From an optimization exercise on the open Yosys and OpenROAD flow, aimed at small area; shortcuts taken in it are not production practice.
Where RTL was checked, it was by simulation tests only, not by an equivalence proof against the original.
Power figures rest on the tool's default switching activity, not on a simulated workload.

// mc3_engine
module mc3_engine (
    input  wire        clk,
    input  wire        rst,           
    input  wire        start,         
    input  wire [15:0] prog_len,      
    output wire [15:0] prog_addr,
    input  wire [7:0]  prog_rdata,
    output reg         mem_en,
    output reg         mem_we,
    output wire [24:0] mem_addr,
    output wire [23:0] mem_wdata,
    input  wire [23:0] mem_rdata,
    output wire        done,
    output wire [1:0]  fault,
    output wire [15:0] pc,
    output wire [24:0] mem_len
);
Size in the first run: about 130 flip-flops, roughly 160 I/O pins, roughly 0.0062 mm2 of cells after synthesis.
clock: 8.0 ns
lec_check: 0
cap_margin: 20
core_margin: 2
core_utilization: 40
slew_margin: 20
standard.sh (not shown) runs the stock make flow with config.mk's settings and CLKGATE_MAP_FILE= SYNTH_SCRIPT=/design/flow/synth_recipe.tcl, a recipe that flattens the netlist after the stock synthesis.
==> flow/flow/run.sh <==
#!/bin/bash
# The standard layout (standard.sh) with three changes:
#  - synthesis maps the logic with an area-oriented ABC script (synth_area.tcl)
#  - port buffers use the smallest buffer cell
#  - the clock tree has no dummy balancing loads, clkbuf_4 leaves
set -euo pipefail
export FLOW_SYNTH_TCL="$PWD/synth_recipe.tcl"
export AREA_ABC_SCRIPT="$PWD/flow/area.abc"
bash standard.sh \
  "SYNTH_SCRIPT=$PWD/flow/synth_area.tcl" \
  "BUFFER_PORTS_ARGS=-buffer_cell sky130_fd_sc_hd__buf_1" \
  "CTS_ARGS=-sink_clustering_enable -repair_clock_nets -dont_use_dummy_load -buf_list sky130_fd_sc_hd__clkbuf_8" \
  finish > flow_standard.log 2>&1
==> flow/flow/area.abc <==
strash
ifraig
scorr
dc2
strash
&get -n
&deepsyn -J 1000
&put
strash
&get -n
&dch -f
&nf -a
&put
mfs2
strash
&get -n
&dch -f
&nf -a
&put
topo
==> flow/flow/synth_area.tcl <==
# The standard synthesis (synth_recipe.tcl), except that the combinational
# logic is mapped with the area-oriented ABC script in area.abc instead of
# ORFS's speed script. Registers are untouched by ABC.
proc abc {args} {
  set out {}
  set skip 0
  foreach a $args {
    if {$skip} { set skip 0; continue }
    if {$a eq "-script"} { set skip 1; continue }
    lappend out $a
  }
  yosys abc -script $::env(AREA_ABC_SCRIPT) {*}$out
}
source $::env(FLOW_SYNTH_TCL)
Rerun with:
--- a/flow/design.v
+++ b/flow/design.v
@@ -59,35 +59,35 @@
     wire in_ex = (st[3:2] == 2'b11);
     wire load = in_ex && (cnt[4:2] == 3'd0) && (cnt[1:0] != 2'd3);
     always @(*) begin
         f = 4'd0;
         if (in_tr)
             case (oc)                         
                 OC_LC: f = 4'd5;
                 OC_ST: f = 4'd4;
                 default: f = 4'd8;
             endcase
         else if (in_ex) begin
-                if (load) begin
-                    case (ph)
-                        2'd0: f = ((oc == OC_SQ) ? 4'd8 : 4'd5) - {2'd0, cnt[1:0]};
-                        2'd1: f = 4'd8 - {2'd0, cnt[1:0]};
-                        default: f = 4'd2 - {2'd0, cnt[1:0]};
-                    endcase
-                end else begin                  
-                    case (oc)
-                        OC_LC: f = 4'd6;
-                        OC_ST: f = 4'd5;
-                        default: f = 4'd9;
-                    endcase
-                end
+            if (load) begin
+                case (ph)
+                    2'd0: f = ((oc == OC_SQ) ? 4'd8 : 4'd5) - {2'd0, cnt[1:0]};
+                    2'd1: f = 4'd8 - {2'd0, cnt[1:0]};
+                    default: f = 4'd2 - {2'd0, cnt[1:0]};
+                endcase
+            end else begin                  
+                case (oc)
+                    OC_LC: f = 4'd6;
+                    OC_ST: f = 4'd5;
+                    default: f = 4'd9;
+                endcase
+            end
         end
     end
     reg       op_ok;
     reg [1:0] op_c;
     always @(*) begin
         op_ok = 1'b1;
         op_c  = OC_LC;
         case (prog_rdata)
             8'd28: op_c = OC_LC;
             8'd24: op_c = OC_LM;
             8'd17: op_c = OC_ST;
Result: The new run finished clean; design area does not change; fmax stays the same; wire length stays the same; global-route usage is unchanged; die area stays the same.
The RTL of the first run of this note was laid out without a check of its function.


The RTL this note starts from:
==> flow/design.v <==
module mc3_engine (
    input  wire        clk,
    input  wire        rst,           
    input  wire        start,         
    input  wire [15:0] prog_len,      
    output wire [15:0] prog_addr,
    input  wire [7:0]  prog_rdata,
    output reg         mem_en,
    output reg         mem_we,
    output wire [24:0] mem_addr,
    output wire [23:0] mem_wdata,
    input  wire [23:0] mem_rdata,
    output wire        done,
    output wire [1:0]  fault,
    output wire [15:0] pc,
    output wire [24:0] mem_len
);
    localparam [1:0] OC_LC = 2'd0, OC_LM = 2'd1, OC_ST = 2'd2, OC_SQ = 2'd3;
    localparam [1:0] S_IDLE = 2'd0, S_F1 = 2'd1, S_TR = 2'd2, S_EX = 2'd3;
    reg [24:0] q1, q2, q3;
    reg [15:0] pc_r;
    reg [24:0] mlen_r;
    reg [1:0]  fault_r;
    reg        done_r;
    reg        f0;            
    reg [1:0]  st;
    reg [1:0]  oc;
    reg [1:0]  ph;
    reg [4:0]  cnt;
    assign mem_addr = q1;
    assign done     = done_r;
    assign fault    = fault_r;
    assign pc       = pc_r;
    assign mem_len  = mlen_r;
    reg  [3:0] f;
    reg  [16:0] pa;
    reg         pa_ge;
    reg         pa_c;
    integer     i;
    always @(*) begin
        pa_c = 1'b0;
        for (i = 0; i < 16; i = i + 1) begin
            if (i < 4) begin
                pa[i] = pc_r[i] ^ f[i] ^ pa_c;
                pa_c  = (pc_r[i] & f[i]) | (pa_c & (pc_r[i] ^ f[i]));
            end else begin
                pa[i] = pc_r[i] ^ pa_c;
                pa_c  = pc_r[i] & pa_c;
            end
        end
        pa[16] = pa_c;
        pa_ge = 1'b1;
        for (i = 0; i < 16; i = i + 1)
            pa_ge = prog_len[i] ? (pa[i] & pa_ge) : (pa[i] | pa_ge);
        pa_ge = pa_ge | pa[16];
    end
    assign prog_addr = pa[15:0];
    wire mclr = f0 && (cnt[1:0] == 2'd2) && (ph == 2'd1);    
    wire load = (st == S_EX) && (cnt[4:2] == 3'd0) && (cnt[1:0] != 2'd3);
    always @(*) begin
        f = 4'd0;
        case (st)
            S_TR: case (oc)                   
                OC_LC: f = 4'd5;
                OC_ST: f = 4'd4;
                default: f = 4'd8;
            endcase
            S_EX: begin
                if (load) begin
                    case (ph)
                        2'd0: f = ((oc == OC_SQ) ? 4'd8 : 4'd5) - {2'd0, cnt[1:0]};
                        2'd1: f = 4'd8 - {2'd0, cnt[1:0]};
                        default: f = 4'd2 - {2'd0, cnt[1:0]};
                    endcase
                end else begin                  
                    case (oc)
                        OC_LC: f = 4'd6;
                        OC_ST: f = 4'd5;
                        default: f = 4'd9;
                    endcase
                end
            end
            default: f = 4'd0;
        endcase
    end
    reg       op_ok;
    reg [1:0] op_c;
    always @(*) begin
        op_ok = 1'b1;
        op_c  = OC_LC;
        case (prog_rdata)
            8'd28: op_c = OC_LC;
            8'd24: op_c = OC_LM;
            8'd17: op_c = OC_ST;
            8'd19: op_c = OC_SQ;
            default: op_ok = 1'b0;
        endcase
    end
    reg [1:0] sq_bits;
    always @(*) begin
        case (cnt[3:0])
            4'd3:  sq_bits = mem_rdata[23:22];
            4'd4:  sq_bits = mem_rdata[21:20];
            4'd5:  sq_bits = mem_rdata[19:18];
            4'd6:  sq_bits = mem_rdata[17:16];
            4'd7:  sq_bits = mem_rdata[15:14];
            4'd8:  sq_bits = mem_rdata[13:12];
            4'd9:  sq_bits = mem_rdata[11:10];
            4'd10: sq_bits = mem_rdata[9:8];
            4'd11: sq_bits = mem_rdata[7:6];
            4'd12: sq_bits = mem_rdata[5:4];
            4'd13: sq_bits = mem_rdata[3:2];
            default: sq_bits = mem_rdata[1:0];
        endcase
    end
    wire [13:0] sq_rem_sh = {q3[23:12], sq_bits};
    wire [13:0] sq_trial  = {q3[11:0], 2'b01};
    reg  [13:0] sq_diff;
    reg         sq_ge;
    integer     j;
    always @(*) begin
        sq_ge = 1'b1;
        for (j = 0; j < 14; j = j + 1) begin
            sq_diff[j] = sq_rem_sh[j] ^ ~sq_trial[j] ^ sq_ge;
            sq_ge      = (sq_rem_sh[j] & ~sq_trial[j]) | (sq_ge & (sq_rem_sh[j] ^ ~sq_trial[j]));
        end
    end
    wire [11:0] sq_rem_n  = sq_ge ? sq_diff[11:0] : sq_rem_sh[11:0];
    wire [24:0] sq_next   = {q3[24], sq_rem_n, q3[10:0], sq_ge};
    wire in_ex = (st == S_EX);
    wire k_end = &q1[23:0];       
    reg inc, upd, sqstep, fin, wsel_rd, wmask;
    reg [1:0] ph_n;
    reg [4:0] cnt_n;
    always @(*) begin
        mem_en  = 1'b0;
        mem_we  = 1'b0;
        inc     = 1'b0;
        upd     = 1'b0;
        sqstep  = 1'b0;
        fin     = 1'b0;
        wsel_rd = 1'b0;
        wmask   = 1'b0;
        ph_n    = (ph == 2'd2) ? 2'd0 : ph + 2'd1;
        cnt_n   = (ph == 2'd2) ? cnt + 5'd1 : cnt;
        if (in_ex && !load) begin
            case (oc)
                OC_LC: begin
                    if (cnt == 5'd3 && ph == 2'd1) begin mem_en = 1'b1; mem_we = 1'b1; end
                    if (cnt == 5'd4 && ph == 2'd0) inc = 1'b1;
                    if (cnt == 5'd4 && ph == 2'd1) begin upd = 1'b1; fin = 1'b1; end
                end
                OC_ST: begin
                    if (cnt == 5'd3 && ph == 2'd1) mem_en = 1'b1;
                    if (cnt == 5'd3 && ph == 2'd2) begin
                        mem_en = 1'b1; mem_we = 1'b1; wsel_rd = 1'b1;
                    end
                    if (cnt == 5'd4 && ph != 2'd2) inc = 1'b1;
                    if (cnt == 5'd4 && ph != 2'd0) upd = 1'b1;
                    if (cnt == 5'd4 && ph == 2'd2) fin = 1'b1;
                end
                OC_SQ: begin
                    if (cnt != 5'd15 && cnt != 5'd16) begin
                        if (ph == 2'd1) mem_en = 1'b1;
                        if (ph == 2'd2) sqstep = 1'b1;
                    end else if (cnt == 5'd15) begin
                        if (ph == 2'd0) inc = 1'b1;
                        if (ph == 2'd1) upd = 1'b1;
                        if (ph == 2'd2) begin
                            mem_en = 1'b1; mem_we = 1'b1; wmask = 1'b1;
                        end
                    end else begin
                        if (ph == 2'd1) inc = 1'b1;
                        if (ph == 2'd2) begin upd = 1'b1; fin = 1'b1; end
                    end
                end
                default: begin   
                    case (cnt)
                        5'd3: if (ph == 2'd2 && k_end) fin = 1'b1;
                        5'd4, 5'd5: begin
                            case (ph)
                                2'd0: begin
                                    mem_en = 1'b1;
                                    inc = cnt[0]; upd = cnt[0];
                                end
                                2'd1: begin
                                    mem_en = 1'b1; mem_we = 1'b1; wsel_rd = 1'b1;
                                    inc = 1'b1; upd = cnt[0];
                                end
                                default: begin
                                    inc = 1'b1;
                                    cnt_n = k_end ? 5'd6 : 5'd5;
                                end
                            endcase
                        end
                        default: begin   
                            if (ph == 2'd0) begin inc = 1'b1; upd = 1'b1; end
                            if (ph == 2'd1) begin upd = 1'b1; fin = 1'b1; end
                        end
                    endcase
                end
            endcase
        end
    end
    assign mem_wdata = wsel_rd ? mem_rdata : {q3[23:12] & {12{~wmask}}, q3[11:0]};
    wire       bmask = f0 || (ph == 2'd0 && cnt[1:0] == 2'd0) ||
                       (ph == 2'd1 && cnt[1:0] == 2'd0 && oc == OC_ST) ||
                       (ph == 2'd2 && oc == OC_SQ);
    wire       binv  = (ph == 2'd1) && (oc == OC_LM);
    wire [7:0] bval  = bmask ? 8'd0 : (prog_rdata ^ {8{binv}});
    reg [24:0] q_inc;
    reg        q_c;
    reg        m_gt;
    integer    k;
    always @(*) begin
        q_c = inc;
        for (k = 0; k < 25; k = k + 1) begin
            q_inc[k] = q3[k] ^ q_c;
            q_c      = q3[k] & q_c;
        end
        m_gt = 1'b0;
        for (k = 0; k < 25; k = k + 1)
            m_gt = mlen_r[k] ? (q1[k] & m_gt) : (q1[k] | m_gt);
    end
    always @(posedge clk) begin
        if (load || f0)
            q1 <= {1'b0, q3[15:0], bval};
        else if (sqstep)
            q1 <= sq_next;
        else
            q1 <= q_inc;
        q2 <= q1;
        q3 <= q2;
    end
    always @(posedge clk) begin
        if (rst) begin
            st     <= S_IDLE;
            done_r <= 1'b0;
            f0     <= 1'b0;
        end else begin
            if (start && st == S_IDLE && !f0) begin
                pc_r    <= 16'd0;
                ph      <= 2'd0;
                cnt     <= 5'd0;
                fault_r <= 2'd0;
                done_r  <= 1'b0;
                f0      <= 1'b1;
            end else begin
                if ((upd && m_gt) || mclr)
                    mlen_r <= q1;
                if (f0) begin
                    ph  <= ph_n;
                    cnt <= cnt_n;
                    if (mclr) begin
                        f0 <= 1'b0;
                        if (pa_ge) done_r <= 1'b1;
                        else       st <= S_F1;
                    end
                end else begin
                    case (st)
                        S_F1: begin
                            if (!op_ok) begin
                                fault_r <= 2'd1;
                                done_r  <= 1'b1;
                                st      <= S_IDLE;
                            end else begin
                                oc <= op_c;
                                st <= S_TR;
                            end
                        end
                        S_TR: begin
                            if (pa_ge) begin
                                fault_r <= 2'd2;
                                done_r  <= 1'b1;
                                st      <= S_IDLE;
                            end else begin
                                st  <= S_EX;
                                ph  <= 2'd0;
                                cnt <= 5'd0;
                            end
                        end
                        S_EX: begin
                            ph  <= ph_n;
                            cnt <= cnt_n;
                            if (fin) begin
                                pc_r <= pa[15:0];
                                if (pa_ge) begin
                                    done_r <= 1'b1;
                                    st     <= S_IDLE;
                                end else
                                    st <= S_F1;
                            end
                        end
                        default: ;
                    endcase
                end
            end
        end
    end
endmodule
clock: 8.0 ns
lec_check: 0
cap_margin: 20
core_margin: 2
core_utilization: 40
cts_buf_list: sky130_fd_sc_hd__clkbuf_8
slew_margin: 20
==> flow/flow/run.sh <==
#!/bin/bash
set -euo pipefail
bash standard.sh "BUFFER_PORTS_ARGS=-buffer_cell sky130_fd_sc_hd__buf_1" finish > flow_standard.log 2>&1
Edit:
--- a/flow/design.v
+++ b/flow/design.v
@@ -53,11 +53,10 @@
         for (i = 0; i < 16; i = i + 1)
             pa_ge = prog_len[i] ? (pa[i] & pa_ge) : (pa[i] | pa_ge);
         pa_ge = pa_ge | pa[16];
     end
     assign prog_addr = pa[15:0];
-    wire mclr = f0 && (cnt[1:0] == 2'd2) && (ph == 2'd1);    
     wire load = (st == S_EX) && (cnt[4:2] == 3'd0) && (cnt[1:0] != 2'd3);
     always @(*) begin
         f = 4'd0;
         case (st)
             S_TR: case (oc)                   
@@ -201,11 +200,11 @@
                 end
             endcase
         end
     end
     assign mem_wdata = wsel_rd ? mem_rdata : {q3[23:12] & {12{~wmask}}, q3[11:0]};
-    wire       bmask = f0 || (ph == 2'd0 && cnt[1:0] == 2'd0) ||
+    wire       bmask = (ph == 2'd0 && cnt[1:0] == 2'd0) ||
                        (ph == 2'd1 && cnt[1:0] == 2'd0 && oc == OC_ST) ||
                        (ph == 2'd2 && oc == OC_SQ);
     wire       binv  = (ph == 2'd1) && (oc == OC_LM);
     wire [7:0] bval  = bmask ? 8'd0 : (prog_rdata ^ {8{binv}});
     reg [24:0] q_inc;
@@ -221,11 +220,11 @@
         m_gt = 1'b0;
         for (k = 0; k < 25; k = k + 1)
             m_gt = mlen_r[k] ? (q1[k] & m_gt) : (q1[k] | m_gt);
     end
     always @(posedge clk) begin
-        if (load || f0)
+        if (load)
             q1 <= {1'b0, q3[15:0], bval};
         else if (sqstep)
             q1 <= sq_next;
         else
             q1 <= q_inc;
@@ -238,26 +237,21 @@
             done_r <= 1'b0;
             f0     <= 1'b0;
         end else begin
             if (start && st == S_IDLE && !f0) begin
                 pc_r    <= 16'd0;
-                ph      <= 2'd0;
-                cnt     <= 5'd0;
+                mlen_r  <= 25'd0;
                 fault_r <= 2'd0;
                 done_r  <= 1'b0;
                 f0      <= 1'b1;
             end else begin
-                if ((upd && m_gt) || mclr)
+                if (upd && m_gt)
                     mlen_r <= q1;
                 if (f0) begin
-                    ph  <= ph_n;
-                    cnt <= cnt_n;
-                    if (mclr) begin
-                        f0 <= 1'b0;
-                        if (pa_ge) done_r <= 1'b1;
-                        else       st <= S_F1;
-                    end
+                    f0 <= 1'b0;
+                    if (pa_ge) done_r <= 1'b1;
+                    else       st <= S_F1;
                 end else begin
                     case (st)
                         S_F1: begin
                             if (!op_ok) begin
                                 fault_r <= 2'd1;
@@ -282,15 +276,12 @@
                         S_EX: begin
                             ph  <= ph_n;
                             cnt <= cnt_n;
                             if (fin) begin
                                 pc_r <= pa[15:0];
-                                if (pa_ge) begin
-                                    done_r <= 1'b1;
-                                    st     <= S_IDLE;
-                                end else
-                                    st <= S_F1;
+                                st   <= S_IDLE;
+                                f0   <= 1'b1;
                             end
                         end
                         default: ;
                     endcase
                 end
Power decreases by a little under a tenth.
Critical path depth increases by 4.
Final area increases slightly.
Clock-buffer cell count does not change.
Non-clock buffer count increases by 3.
Via count decreases slightly.
Die area increases slightly.
Utilization is about the same.
Maximum frequency increases slightly.
Wire length is about the same.
Setup slack is better by 0.035 ns.
Sequential share of layout area decreases by 0.23 points.
Combinational power decreases by well over a third.
No functional check of the RTL was part of the second run of this note.

## re-timing with driven ports
Ports are ideal in the flow. The routed layouts listed here were re-timed in OpenROAD. Step 1, drivers: a clkbuf_16 drives clk and a buf_2 each remaining input, both assumed. Step 2 moves the port delays by t, midway between the first and last clock arrival at a register: inputs arrive t later, outputs are due t later. That takes back most of the time a late clock gives input paths. a / b / c = ideal / step 1 / step 2; a / b = the first two.
run | shift t [ns] | setup slack, ns | worst register clock-pin slew, ns | worst slew at a driven data input, ns
the first run of note 1 | 0.468 | 0.566 / 0.529 / 0.459 | 0.08 / 0.08 | 0.04
the second run of note 1 | 0.468 | 0.566 / 0.529 / 0.459 | 0.08 / 0.08 | 0.04
the first run of note 2 | 0.489 | 0.556 / 0.520 / 0.554 | 0.10 / 0.10 | 0.05
the second run of note 2 | 0.478 | 0.592 / 0.554 / 0.658 | 0.09 / 0.09 | 0.04
After both steps setup and hold are still met in every run listed.
